From an optimization exercise on the open Yosys and OpenROAD flow, aimed at small area and few clock cycles; shortcuts taken in it are not production practice.
At most, simulation tests tie the RTL to the original design; equivalence was not proved.
Power and IR drop assume default switching activity.

// eppe_page_engine
module eppe_page_engine (
    input  wire        clk,
    input  wire        rst,
    input  wire        cmd_valid,
    output wire        cmd_ready,
    input  wire [2:0]  cmd_op,
    input  wire [2:0]  cmd_arg,
    input  wire [15:0] cmd_x,
    input  wire [15:0] cmd_y,
    input  wire [15:0] cmd_w,
    input  wire [15:0] cmd_h,
    output wire        out_valid,
    input  wire        out_ready,
    output wire [7:0]  out_data,
    output wire [15:0] page,
    output wire [1:0]  rot,
    output wire        mirror,
    output wire        win_part,
    output wire [15:0] win_x,
    output wire [15:0] win_y,
    output wire [15:0] win_w,
    output wire [15:0] win_h,
    output wire [1:0]  diag
);
==> flow/config.mk <==
export PLATFORM = sky130hd
export DESIGN_NAME = eppe_page_engine
export DESIGN_NICKNAME = eppe_page_engine
export VERILOG_FILES = /design/flow/design.v
export SDC_FILE = /design/flow/constraint.sdc
export NUM_CORES = 4
export LEC_CHECK = 0
export CAP_MARGIN = 20
export CORE_MARGIN = 2
export CORE_UTILIZATION = 40
export CTS_CLUSTER_DIAMETER = 84
export CTS_CLUSTER_SIZE = 28
export SLEW_MARGIN = 40
export SYNTH_HIERARCHICAL = 1
export SYNTH_MINIMUM_KEEP_SIZE = 0
==> flow/constraint.sdc <==
create_clock -name core_clock -period 20.0 [get_ports {clk}]
set_input_delay 4.0000 -clock core_clock [delete_from_list [all_inputs] [get_ports {clk}]]
set_output_delay 4.0000 -clock core_clock [all_outputs]
set_load 0.01 [all_outputs]
run.sh (not shown) runs the stock make flow with config.mk's settings and CLKGATE_MAP_FILE= SYNTH_SCRIPT=/design/flow/synth_recipe.tcl, a recipe that flattens the netlist after the stock synthesis.
The starting point passed the timing, DRC and antenna checks.
Then changed:
CTS_CLUSTER_DIAMETER = default   (was 84)
CTS_CLUSTER_SIZE = default   (was 28)
Worst setup slack gets worse by 15 ps; power grows by 22%; clock skew is lower by 10 ps; utilization climbs by 2.2 points; sequential power barely changes; global-route usage went up by 0.62 points; die area does not change; maximum frequency hardly moves; combinational power stays flat.
Then changed:
CTS_CLUSTER_DIAMETER = 72   (was default)
CTS_CLUSTER_SIZE = 24   (was default)
Sequential share of layout area is higher by 2.0 points.
Design area is lower by 4.0%.
Die area stays the same.
No run of this note included a check of the RTL's function; only the layout flow was run.

---

Setup of blue:
eppe_page_engine, a different RTL version from the one above (not shown whole).
Size in the first run: roughly 2,500 cells after synthesis, ~720 flip-flops, about 170 I/O pins, about 28,000 sq um of cells after synthesis.
clock: 20.0 ns
lec_check: 0
cap_margin: 20
core_margin: 2
core_utilization: 40
cts_buf_list: sky130_fd_sc_hd__clkbuf_8
cts_cluster_size: 30
slew_margin: 40
What purple does differently from blue at the input level:
Settings: removing CTS_CLUSTER_SIZE (formerly 30); changing CTS_BUF_LIST from sky130_fd_sc_hd__clkbuf_8 to sky130_fd_sc_hd__clkbuf_4.
## What came out
- purple finished every stage and its layout cleared the timing, DRC and antenna checks.
- Between purple and blue, the core utilization figures differ only marginally.
- purple vs blue — non-filler instance count after layout rose 125.
- On total vias in the final route, the lower figure sits with blue, not purple.
- Compare purple and blue | share of the clock period used by the worst path higher: blue
- In the flow results for purple and blue, the global router's overall resource usage is smaller on blue.
- purple ends up with a headroom to the max-slew limit that is 0.64 points higher than in blue.
- Slack of the critical path (purple over blue): increase, 0.29 ns
- Changes observed in purple relative to blue: combinational fraction of design power did not really move; via count of the first global-routing pass saw an increase.
No functional check of the RTL was part of any run of this note.

---

eppe_page_engine, a different RTL version from the one above (not shown whole).
For scale: ~2300 cells after synthesis, ~710 flip-flops, ~170 I/O pins, roughly 26000 um^2 of cells after synthesis.
==> flow/design.v (excerpt) <==
module eppe_page_engine (
    input  wire        clk,
    input  wire        rst,
    input  wire        cmd_valid,
    output wire        cmd_ready,
    input  wire [2:0]  cmd_op,
    input  wire [2:0]  cmd_arg,
    input  wire [15:0] cmd_x,
    input  wire [15:0] cmd_y,
    input  wire [15:0] cmd_w,
    input  wire [15:0] cmd_h,
    output wire        out_valid,
    input  wire        out_ready,
    output wire [7:0]  out_data,
    output wire [15:0] page,
    output wire [1:0]  rot,
    output wire        mirror,
    output wire        win_part,
    output wire [15:0] win_x,
    output wire [15:0] win_y,
    output wire [15:0] win_w,
    output wire [15:0] win_h,
    output wire [1:0]  diag
);
clock: 20.0 ns
lec_check: 0
cap_margin: 10
core_margin: 2
core_utilization: 70
slew_margin: 10
synth_hierarchical: 1
synth_minimum_keep_size: 0
standard.sh (not shown) runs the stock make flow with config.mk's settings and CLKGATE_MAP_FILE= SYNTH_SCRIPT=/design/flow/synth_recipe.tcl, a recipe that flattens the netlist after the stock synthesis.
==> flow/flow/run.sh <==
#!/bin/bash
# The standard layout, with two changes:
#  - input and output ports get the smallest buffer (buf_1);
#  - clock tree synthesis uses no dummy loads and larger sink clusters.
set -euo pipefail
export BUFFER_PORTS_ARGS="-buffer_cell sky130_fd_sc_hd__buf_1"
export CTS_ARGS="-sink_clustering_enable -repair_clock_nets -dont_use_dummy_load -buf_list {sky130_fd_sc_hd__clkbuf_8 sky130_fd_sc_hd__clkbuf_16} -sink_clustering_size 16 -sink_clustering_max_diameter 60"
bash standard.sh > make_flow.log 2>&1
Testbench counts at the start, summed over its fixed seeds: cycles 22,098.
Rerun with:
==> flow/flow/run.sh (replaced) <==
#!/bin/bash
# The standard layout, with two changes:
#  - input and output ports get the smallest buffer (buf_1);
#  - clock tree synthesis uses no dummy loads and larger sink clusters.
set -euo pipefail
export BUFFER_PORTS_ARGS="-buffer_cell sky130_fd_sc_hd__buf_1"
export CTS_ARGS="-sink_clustering_enable -repair_clock_nets -dont_use_dummy_load -sink_clustering_size 28 -sink_clustering_max_diameter 84"
bash standard.sh > make_flow.log 2>&1
CORE_UTILIZATION = 55   (was 70)
Effect: Setup slack gains 0.063 ns; design area fell slightly; register-to-register slack stays flat; synthesized cell count is unchanged; synthesized area is unchanged; global-route usage falls by 8.2 points; non-clock buffer count climbs by 1; critical path depth stays the same; count of clock-buffer cells in the layout shrinks by 19; sequential cell count is unchanged; sequential power barely changes.

re-timing with driven ports:
The results above use ideal ports. As a check the final layouts listed here were re-extracted and re-timed, cells and wires unchanged.
Step 1 assumes that a clkbuf_16 drives the clock port and a buf_2 every other input.
Step 2 times the ports against the registers' clock, not the clock port: input delays grow and output delays shrink by t, the midpoint of the rising clock arrivals with the driver on.
Slacks: ideal ports / drivers / drivers and shift; pairs: ideal ports / drivers.
run	t (ns)	setup WS [ns]	pins driven straight from the clock port
the first run of note 1	0.678	5.759 / 5.792 / 5.114	1
the second run of note 1	0.651	5.745 / 5.780 / 5.130	1
the third run of note 1	0.637	5.688 / 5.722 / 5.085	1
blue	0.754	6.011 / 6.042 / 5.288	1
purple	1.030	6.300 / 6.333 / 5.303	1
the first run of note 3	0.641	7.180 / 7.158 / 7.158	1
the second run of note 3	0.603	7.243 / 7.220 / 7.096	1
After both steps setup and hold are still met in every run listed. The setup slack of purple, which loses most, moves by +0.033 ns with the drivers and by -0.997 ns with both steps.
